Context: an optimization exercise on an open-source flow, tuned for small area. The choices shown serve that exercise and are no tape-out recipe.
The RTL of this run was laid out without a check of its function.
No activity file was given, so power comes from the tool's default toggle rates.

### design/flow/run.sh
#!/bin/bash
# synth_recipe.tcl (not shown) runs the flow's synth.tcl, then flattens the netlist and writes it again
# the make line also repeats each setting of config.mk as NAME=value (left out here)
make -C /OpenROAD-flow-scripts/flow DESIGN_CONFIG=/design/flow/config.mk WORK_HOME=/design/flow/orfs CLKGATE_MAP_FILE= SYNTH_SCRIPT=/design/flow/synth_recipe.tcl finish
### design/flow/design.v
module dxl2_crc_table (
  input  wire [7:0]  idx,
  output reg  [15:0] val
);
  always @(*) begin
    case (idx)
      8'h00: val = 16'h0000;
      8'h01: val = 16'h8005;
      8'h02: val = 16'h800F;
      8'h03: val = 16'h000A;
      8'h04: val = 16'h801B;
      8'h05: val = 16'h001E;
      8'h06: val = 16'h0014;
      8'h07: val = 16'h8011;
      8'h08: val = 16'h8033;
      8'h09: val = 16'h0036;
      8'h0A: val = 16'h003C;
      8'h0B: val = 16'h8039;
      8'h0C: val = 16'h0028;
      8'h0D: val = 16'h802D;
      8'h0E: val = 16'h8027;
      8'h0F: val = 16'h0022;
      8'h10: val = 16'h8063;
      8'h11: val = 16'h0066;
      8'h12: val = 16'h006C;
      8'h13: val = 16'h8069;
      8'h14: val = 16'h0078;
      8'h15: val = 16'h807D;
      8'h16: val = 16'h8077;
      8'h17: val = 16'h0072;
      8'h18: val = 16'h0050;
      8'h19: val = 16'h8055;
      8'h1A: val = 16'h805F;
      8'h1B: val = 16'h005A;
      8'h1C: val = 16'h804B;
      8'h1D: val = 16'h004E;
      8'h1E: val = 16'h0044;
      8'h1F: val = 16'h8041;
      8'h20: val = 16'h80C3;
      8'h21: val = 16'h00C6;
      8'h22: val = 16'h00CC;
      8'h23: val = 16'h80C9;
      8'h24: val = 16'h00D8;
      8'h25: val = 16'h80DD;
      8'h26: val = 16'h80D7;
      8'h27: val = 16'h00D2;
      8'h28: val = 16'h00F0;
      8'h29: val = 16'h80F5;
      8'h2A: val = 16'h80FF;
      8'h2B: val = 16'h00FA;
      8'h2C: val = 16'h80EB;
      8'h2D: val = 16'h00EE;
      8'h2E: val = 16'h00E4;
      8'h2F: val = 16'h80E1;
      8'h30: val = 16'h00A0;
      8'h31: val = 16'h80A5;
      8'h32: val = 16'h80AF;
      8'h33: val = 16'h00AA;
      8'h34: val = 16'h80BB;
      8'h35: val = 16'h00BE;
      8'h36: val = 16'h00B4;
      8'h37: val = 16'h80B1;
      8'h38: val = 16'h8093;
      8'h39: val = 16'h0096;
      8'h3A: val = 16'h009C;
      8'h3B: val = 16'h8099;
      8'h3C: val = 16'h0088;
      8'h3D: val = 16'h808D;
      8'h3E: val = 16'h8087;
      8'h3F: val = 16'h0082;
      8'h40: val = 16'h8183;
      8'h41: val = 16'h0186;
      8'h42: val = 16'h018C;
      8'h43: val = 16'h8189;
      8'h44: val = 16'h0198;
      8'h45: val = 16'h819D;
      8'h46: val = 16'h8197;
      8'h47: val = 16'h0192;
      8'h48: val = 16'h01B0;
      8'h49: val = 16'h81B5;
      8'h4A: val = 16'h81BF;
      8'h4B: val = 16'h01BA;
      8'h4C: val = 16'h81AB;
      8'h4D: val = 16'h01AE;
      8'h4E: val = 16'h01A4;
      8'h4F: val = 16'h81A1;
      8'h50: val = 16'h01E0;
      8'h51: val = 16'h81E5;
      8'h52: val = 16'h81EF;
      8'h53: val = 16'h01EA;
      8'h54: val = 16'h81FB;
      8'h55: val = 16'h01FE;
      8'h56: val = 16'h01F4;
      8'h57: val = 16'h81F1;
      8'h58: val = 16'h81D3;
      8'h59: val = 16'h01D6;
      8'h5A: val = 16'h01DC;
      8'h5B: val = 16'h81D9;
      8'h5C: val = 16'h01C8;
      8'h5D: val = 16'h81CD;
      8'h5E: val = 16'h81C7;
      8'h5F: val = 16'h01C2;
      8'h60: val = 16'h0140;
      8'h61: val = 16'h8145;
      8'h62: val = 16'h814F;
      8'h63: val = 16'h014A;
      8'h64: val = 16'h815B;
      8'h65: val = 16'h015E;
      8'h66: val = 16'h0154;
      8'h67: val = 16'h8151;
      8'h68: val = 16'h8173;
      8'h69: val = 16'h0176;
      8'h6A: val = 16'h017C;
      8'h6B: val = 16'h8179;
      8'h6C: val = 16'h0168;
      8'h6D: val = 16'h816D;
      8'h6E: val = 16'h8167;
      8'h6F: val = 16'h0162;
      8'h70: val = 16'h8123;
      8'h71: val = 16'h0126;
      8'h72: val = 16'h012C;
      8'h73: val = 16'h8129;
      8'h74: val = 16'h0138;
      8'h75: val = 16'h813D;
      8'h76: val = 16'h8137;
      8'h77: val = 16'h0132;
      8'h78: val = 16'h0110;
      8'h79: val = 16'h8115;
      8'h7A: val = 16'h811F;
      8'h7B: val = 16'h011A;
      8'h7C: val = 16'h810B;
      8'h7D: val = 16'h010E;
      8'h7E: val = 16'h0104;
      8'h7F: val = 16'h8101;
      8'h80: val = 16'h8303;
      8'h81: val = 16'h0306;
      8'h82: val = 16'h030C;
      8'h83: val = 16'h8309;
      8'h84: val = 16'h0318;
      8'h85: val = 16'h831D;
      8'h86: val = 16'h8317;
      8'h87: val = 16'h0312;
      8'h88: val = 16'h0330;
      8'h89: val = 16'h8335;
      8'h8A: val = 16'h833F;
      8'h8B: val = 16'h033A;
      8'h8C: val = 16'h832B;
      8'h8D: val = 16'h032E;
      8'h8E: val = 16'h0324;
      8'h8F: val = 16'h8321;
      8'h90: val = 16'h0360;
      8'h91: val = 16'h8365;
      8'h92: val = 16'h836F;
      8'h93: val = 16'h036A;
      8'h94: val = 16'h837B;
      8'h95: val = 16'h037E;
      8'h96: val = 16'h0374;
      8'h97: val = 16'h8371;
      8'h98: val = 16'h8353;
      8'h99: val = 16'h0356;
      8'h9A: val = 16'h035C;
      8'h9B: val = 16'h8359;
      8'h9C: val = 16'h0348;
      8'h9D: val = 16'h834D;
      8'h9E: val = 16'h8347;
      8'h9F: val = 16'h0342;
      8'hA0: val = 16'h03C0;
      8'hA1: val = 16'h83C5;
      8'hA2: val = 16'h83CF;
      8'hA3: val = 16'h03CA;
      8'hA4: val = 16'h83DB;
      8'hA5: val = 16'h03DE;
      8'hA6: val = 16'h03D4;
      8'hA7: val = 16'h83D1;
      8'hA8: val = 16'h83F3;
      8'hA9: val = 16'h03F6;
      8'hAA: val = 16'h03FC;
      8'hAB: val = 16'h83F9;
      8'hAC: val = 16'h03E8;
      8'hAD: val = 16'h83ED;
      8'hAE: val = 16'h83E7;
      8'hAF: val = 16'h03E2;
      8'hB0: val = 16'h83A3;
      8'hB1: val = 16'h03A6;
      8'hB2: val = 16'h03AC;
      8'hB3: val = 16'h83A9;
      8'hB4: val = 16'h03B8;
      8'hB5: val = 16'h83BD;
      8'hB6: val = 16'h83B7;
      8'hB7: val = 16'h03B2;
      8'hB8: val = 16'h0390;
      8'hB9: val = 16'h8395;
      8'hBA: val = 16'h839F;
      8'hBB: val = 16'h039A;
      8'hBC: val = 16'h838B;
      8'hBD: val = 16'h038E;
      8'hBE: val = 16'h0384;
      8'hBF: val = 16'h8381;
      8'hC0: val = 16'h0280;
      8'hC1: val = 16'h8285;
      8'hC2: val = 16'h828F;
      8'hC3: val = 16'h028A;
      8'hC4: val = 16'h829B;
      8'hC5: val = 16'h029E;
      8'hC6: val = 16'h0294;
      8'hC7: val = 16'h8291;
      8'hC8: val = 16'h82B3;
      8'hC9: val = 16'h02B6;
      8'hCA: val = 16'h02BC;
      8'hCB: val = 16'h82B9;
      8'hCC: val = 16'h02A8;
      8'hCD: val = 16'h82AD;
      8'hCE: val = 16'h82A7;
      8'hCF: val = 16'h02A2;
      8'hD0: val = 16'h82E3;
      8'hD1: val = 16'h02E6;
      8'hD2: val = 16'h02EC;
      8'hD3: val = 16'h82E9;
      8'hD4: val = 16'h02F8;
      8'hD5: val = 16'h82FD;
      8'hD6: val = 16'h82F7;
      8'hD7: val = 16'h02F2;
      8'hD8: val = 16'h02D0;
      8'hD9: val = 16'h82D5;
      8'hDA: val = 16'h82DF;
      8'hDB: val = 16'h02DA;
      8'hDC: val = 16'h82CB;
      8'hDD: val = 16'h02CE;
      8'hDE: val = 16'h02C4;
      8'hDF: val = 16'h82C1;
      8'hE0: val = 16'h8243;
      8'hE1: val = 16'h0246;
      8'hE2: val = 16'h024C;
      8'hE3: val = 16'h8249;
      8'hE4: val = 16'h0258;
      8'hE5: val = 16'h825D;
      8'hE6: val = 16'h8257;
      8'hE7: val = 16'h0252;
      8'hE8: val = 16'h0270;
      8'hE9: val = 16'h8275;
      8'hEA: val = 16'h827F;
      8'hEB: val = 16'h027A;
      8'hEC: val = 16'h826B;
      8'hED: val = 16'h026E;
      8'hEE: val = 16'h0264;
      8'hEF: val = 16'h8261;
      8'hF0: val = 16'h0220;
      8'hF1: val = 16'h8225;
      8'hF2: val = 16'h822F;
      8'hF3: val = 16'h022A;
      8'hF4: val = 16'h823B;
      8'hF5: val = 16'h023E;
      8'hF6: val = 16'h0234;
      8'hF7: val = 16'h8231;
      8'hF8: val = 16'h8213;
      8'hF9: val = 16'h0216;
      8'hFA: val = 16'h021C;
      8'hFB: val = 16'h8219;
      8'hFC: val = 16'h0208;
      8'hFD: val = 16'h820D;
      8'hFE: val = 16'h8207;
      8'hFF: val = 16'h0202;
      default: val = 16'h0000;
    endcase
  end
endmodule
module dxl2_tx (
  input  wire        clk,
  input  wire        rst,         
  input  wire        s_valid,
  output wire        s_ready,
  input  wire [7:0]  s_data,
  input  wire        s_last,
  output wire        m_valid,
  input  wire        m_ready,
  output reg  [7:0]  m_data,
  output wire        m_last,
  output wire        rej_valid,
  output wire [1:0]  rej_code     
);
  localparam integer MAXP = 64;
  localparam integer BUF  = 1 + MAXP + (1 + MAXP) / 3;
  localparam [2:0] S_ID    = 3'd0;
  localparam [2:0] S_INST  = 3'd1;
  localparam [2:0] S_PARAM = 3'd2;
  localparam [2:0] S_FD    = 3'd3;    
  localparam [2:0] S_REJ   = 3'd4;
  localparam [2:0] S_OUT   = 3'd5;
  reg  [2:0]  state;
  reg  [7:0]  buffer [0:BUF-1];
  reg  [6:0]  wr;           
  reg  [6:0]  nparam;       
  reg  [7:0]  id_r;
  reg         id_bad;
  reg         too_long;
  reg         last_seen;
  reg  [1:0]  win;
  reg  [1:0]  code;
  reg  [7:0]  pos;          
  reg  [15:0] crc;
  wire s_hs = s_valid && s_ready;
  wire m_hs = m_valid && m_ready;
  assign s_ready   = (state == S_ID) || (state == S_INST) || (state == S_PARAM);
  assign rej_valid = (state == S_REJ);
  assign rej_code  = code;
  assign m_valid   = (state == S_OUT);
  reg [1:0] win_next;
  reg       win_match;
  always @(*) begin
    win_match = 1'b0;
    case (win)
      2'd0:    win_next = (s_data == 8'hFF) ? 2'd1 : 2'd0;
      2'd1:    win_next = (s_data == 8'hFF) ? 2'd2 : 2'd0;
      default: begin
        if (s_data == 8'hFD) begin
          win_next  = 2'd0;
          win_match = 1'b1;
        end else if (s_data == 8'hFF) begin
          win_next = 2'd2;
        end else begin
          win_next = 2'd0;
        end
      end
    endcase
  end
  wire [15:0] len     = {9'd0, wr} + 16'd2;       
  wire [7:0]  body_end = 8'd7 + {1'b0, wr};       
  always @(*) begin
    case (pos)
      8'd0: m_data = 8'hFF;
      8'd1: m_data = 8'hFF;
      8'd2: m_data = 8'hFD;
      8'd3: m_data = 8'h00;
      8'd4: m_data = id_r;
      8'd5: m_data = len[7:0];
      8'd6: m_data = len[15:8];
      default: begin
        if (pos < body_end)
          m_data = buffer[pos - 8'd7];
        else if (pos == body_end)
          m_data = crc[7:0];
        else
          m_data = crc[15:8];
      end
    endcase
  end
  assign m_last = (pos == body_end + 8'd1);
  wire [15:0] tab_val;
  dxl2_crc_table u_table (
    .idx (crc[15:8] ^ m_data),
    .val (tab_val)
  );
  wire [15:0] crc_next = {crc[7:0], 8'h00} ^ tab_val;
  task finish_input;
    begin
      if (id_bad) begin
        code  <= 2'd1;
        state <= S_REJ;
      end else if (too_long) begin
        code  <= 2'd2;
        state <= S_REJ;
      end else begin
        pos   <= 8'd0;
        crc   <= 16'h0000;
        state <= S_OUT;
      end
    end
  endtask
  always @(posedge clk) begin
    if (rst) begin
      state <= S_ID;
    end else begin
      case (state)
        S_ID: begin
          if (s_hs) begin
            id_r     <= s_data;
            id_bad   <= (s_data == 8'hFD) || (s_data == 8'hFF);
            too_long <= 1'b0;
            if (s_last) begin
              code  <= ((s_data == 8'hFD) || (s_data == 8'hFF)) ? 2'd1 : 2'd3;
              state <= S_REJ;
            end else begin
              state <= S_INST;
            end
          end
        end
        S_INST: begin
          if (s_hs) begin
            buffer[0] <= s_data;
            wr        <= 7'd1;
            nparam    <= 7'd0;
            win       <= (s_data == 8'hFF) ? 2'd1 : 2'd0;
            if (s_last)
              finish_input();
            else
              state <= S_PARAM;
          end
        end
        S_PARAM: begin
          if (s_hs) begin
            if (nparam == MAXP) begin
              too_long <= 1'b1;
              if (s_last) begin
                code  <= id_bad ? 2'd1 : 2'd2;
                state <= S_REJ;
              end
            end else begin
              nparam      <= nparam + 7'd1;
              buffer[wr]  <= s_data;
              wr          <= wr + 7'd1;
              win         <= win_next;
              last_seen   <= s_last;
              if (win_match)
                state <= S_FD;
              else if (s_last)
                finish_input();
            end
          end
        end
        S_FD: begin
          buffer[wr] <= 8'hFD;
          wr         <= wr + 7'd1;
          win        <= 2'd0;
          if (last_seen)
            finish_input();
          else
            state <= S_PARAM;
        end
        S_REJ: begin
          state <= S_ID;
        end
        default: begin  
          if (m_hs) begin
            if (pos < body_end)
              crc <= crc_next;
            pos <= pos + 8'd1;
            if (m_last)
              state <= S_ID;
          end
        end
      endcase
    end
  end
endmodule
### design/flow/constraint.sdc
create_clock -name core_clock -period 10.0 [get_ports {clk}]
set_input_delay 2.0000 -clock core_clock [delete_from_list [all_inputs] [get_ports {clk}]]
set_output_delay 2.0000 -clock core_clock [all_outputs]
set_load 0.01 [all_outputs]
### design/flow/config.mk
export PLATFORM = sky130hd
export DESIGN_NAME = dxl2_tx
export DESIGN_NICKNAME = dxl2_tx
export VERILOG_FILES = /design/flow/design.v
export SDC_FILE = /design/flow/constraint.sdc
export NUM_CORES = 4
export LEC_CHECK = 0
export CAP_MARGIN = 20
export CORE_MARGIN = 2
export CORE_UTILIZATION = 40
export SLEW_MARGIN = 20
==> flow_metrics.tcl <==
set metrics [dict create \
    min-delay-start "crc[5]" \
    yosysTopAreaCell "edfxtp_1" \
    cts_resized 0 \
    setup_viol 0 \
    worstSetupStartpointType "flip-flop" \
    drt_wl_total_um 75200 \
    seqPwrFrac_pct 53.6 \
    reg2regPathDepth 17 \
    p_leak_nw 11.0 \
    antenna_cells 0 \
    synth_edf_count 741 \
    initial_utilization_pct 40.4 \
    seq_area_frac_synth_pct 71.3 \
    crit_fanout 15 \
    yosys_warnings 2 \
    vias_per_cell 5.69 \
    layout_commonest_cell "edfxtp_1" \
    worstPathRequired_ns 8.00 \
    fp.dieH_um 284 \
    ant_nets 0 \
    synth.area.top_cells "edfxtp_1, mux4_2, nor2_1, nand2_1, mux2i_1" \
    crit_arrival_ns 5.96 \
    mostFrequentLayoutCells "edfxtp_1, nor2_1, mux4_2" \
    dp_hpwl_um 45700 \
    status "timing/DRC/antenna clean" \
    worstSetupPathType "flip-flop to primary output" \
    slew_headroom_pct 27.3 \
    place_ws_ns 2.90 \
    first_pass_iters 6 \
    r2r-start "wr[2]" \
    grt_pass1_vias 16600 \
    syn_avg_cell_area_sq_um 17.8 \
    layout-drive-gt1-share_pct 19.6 \
    cts-buffers-inserted 79 \
    rows 102 \
    die_x_um 284 \
    hold_viol 0 \
    grt.met1_usage_pct 26.7 \
    synth_mux_area_share_pct 14.2 \
    crit_path_start "wr[2]" \
    powerDensity_mw_per_mm2 183 \
    p_total_mw 6.44 \
    met2_usage_pct 29.6 \
    cp-end-kind "primary output" \
    critPathBufInv 2 \
    ys.flop_type "edfxtp_1" \
    finalClockSkew_ns 0.0216 \
    cts_root_buf "clkbuf_16" \
    grt_pass1_wl_um 112000 \
    p_int_mw 5.10 \
    path_clk_slew_ns 0.06 \
    clk_latency_ns 0.63 \
    worst-path-stages 14 \
    power.switching_mw 1.34 \
    grtUsageTotal_pct 18.7 \
    syn2layout_area_growth_pct 12.4 \
    dieArea_sq_mm 0.0805 \
    period_share_pct 79.6 \
    met3_usage_pct 3.20 \
    holdPathStages 1 \
    synthAdderAreaFrac_pct 0.800 \
    slowest_delay_ns 0.73 \
    synth_top_family_by_area "multiplexers" \
    portBuffers 26 \
    gp_congestion 0.884 \
    fp.coreArea_sq_mm 0.0775 \
    ctsHoldBuffers 0 \
    worst_slack_ns 2.04 \
    maxCapViolations 0 \
    synth-compound-area-share_pct 3.33 \
    htree_levels 3 \
    slowest_stage "a2111oi_1" \
    worst_pin_slew_ns 1.09 \
    drc_errors 0 \
    yosys.area_share.simple_pct 6.54 \
    synth_nets 1790 \
    cts_tree "yes" \
    cts_max_path_buffers 3 \
    slew_viol_final 0 \
    setup_tns_ns 0 \
    post_cts_buffers 0 \
    path_delay_family "compound AO/OA/AOI/OAI gates" \
    drtIter0Drc 1772 \
    vias 16500 \
    ys_types 71 \
    place_area_sq_mm 0.0327 \
    hp-class "flip-flop to flip-flop" \
    numClockSinks 744 \
    path_cells "inv_1, ha_1, a21boi_0, nor2_1, xnor2_1, ha_1, a21o_1, a21o_1, a21oi_1, nand2_1, a2111oi_1, o21a_1, o21a_1, clkdlybuf4s50_1" \
    layout.nets 1837 \
    power_frac_comb_pct 2.5 \
    synthArstFlopShare_pct 0 \
    fin_crit_ns 7.96 \
    ys_ff_latch 744 \
    design_area_sq_mm 0.0352 \
    synth_xor_area_share_pct 2.02 \
    wl_per_cell_um 25.8 \
    rsz0062_at_grt "false" \
    io_pins 27 \
    busiest_layer "met2" \
    syn_inst 1757 \
    grt_start_max_net_pins 100 \
    antenna_found_initial 0 \
    synth_top_area_share_pct 71.1 \
    ir_drop_mv 0.122 \
    grt_overflow_total 0 \
    fin_util_pct 45.4 \
    syn_area_sq_mm 0.0313 \
    max_freq_ghz 0.126 \
    clkPwrFrac_pct 44.0 \
    switching_share_pct 20.9 \
]
==> cell usage after synthesis, types with 7 or more instances <==
cell / number
edfxtp_1: 741
nor2_1: 187
mux4_2: 180
nand2_1: 107
nand3_1: 48
clkbuf_1: 40
a21oi_1: 37
mux2i_1: 35
buf_2: 30
xnor2_1: 28
xor2_1: 27
o21ai_0: 22
ha_1: 20
nor3_1: 19
inv_1: 15
a31oi_1: 13
buf_6: 13
and2_1: 12
nand4_1: 12
or2_2: 12
nor2b_1: 10
and3_1: 8
o211ai_1: 8
a21o_1: 7
nand2b_1: 7
==> area by class of cell <==
cell class                 count  area (sq um)
tap                         1040          1300
sequential                   744         22300
clock inverter                49           414
inverter                      15          56.3
clock buffer                  96          2060
fill                        6600         42300
multi-input combinational    904          8480
timing repair buffer          60           541
==> worst reg2reg max path: cells and delay by family (launching register included) <==
| family | cells | cell delay [ns] |
|---|---|---|
| compound gates | 7 | 2.45 |
| xor+xnor | 4 | 1.51 |
| flops | 1 | 0.70 |
| simple gates | 3 | 0.58 |
| fa+ha+maj | 2 | 0.56 |
| buf+inv | 1 | 0.20 |
==> sequential cells by signal, indices dropped and copies added (netlist names) <==
name / count
buffer: 688
crc: 16
id_r: 8
pos: 8
nparam: 7
wr: 7
state: 3
code: 2
win: 2
id_bad: 1
last_seen: 1
too_long: 1
==> routing by layer <==
metal | vias to the layer above | routed length (um)
met5 | - | 0
met4 | 0 | 1860
met3 | 116 | 5400
met2 | 626 | 35900
met1 | 8687 | 32000
li1 | 7103 | -
==> kinds of logic after synthesis <==
group	count (synthesis)
AO/OA/AOI/OAI	150
adder cells (fa/ha/maj)	20
flip-flops	744
XOR/XNOR	63
multiplexers	219
buffers and inverters	109
AND/OR/NAND/NOR	452
==> power groups by stage <==
stage	clock network [mW]	logic, mW	registers (mW)
after floorplan	0	0.0977	3.51
after global placement	0	0.155	3.51
after detailed placement	0	0.160	3.51
after CTS	2.88	0.160	3.45
after global routing	3.00	0.172	3.45
final	2.83	0.159	3.45
==> final timing paths <==
| kind | endpoint | slack, ns |
|---|---|---|
| worst min-delay path | crc[13] | 0.57 |
| worst max register to register | crc[15] | 3.74 |
| worst min register to register | crc[13] | 0.57 |
| worst max-delay path | m_data[6] | 2.04 |
==> stage by stage <==
stage | hold slack [ns] | instances
3_3_place_gp | 0.535 | 2763
4_1_cts | 0.566 | 2908
5_1_grt | 0.584 | 2908
3_5_place_dp | 0.550 | 2763
6_report | 0.570 | 2908
2_1_floorplan | 0.524 | 1757

==> afterwards: timing with drivers on the ports <==
Ports are ideal in the flow. The routed layout listed here was re-timed in OpenROAD.
Step 1, drivers: a clkbuf_16 drives clk and a buf_2 each remaining input, both assumed.
Step 2, shift: input delay + t, output delay - t, t = (earliest + latest rising clock arrival at the registers) / 2. This alone moves slack from input paths to output paths.
Slacks: ideal / step 1 / step 2; pairs: ideal / step 1.
t (ns): 0.686
slack for setup (ns): 2.037 / 1.972 / 2.659
worst setup path after step 2: register to output
worst slew at a driven data input, ns: 0.04
pins driven straight from the clock port: 1
After both steps this run still meets setup and hold. The setup slack of this run moves by -0.065 ns with the drivers and by +0.622 ns with both steps.
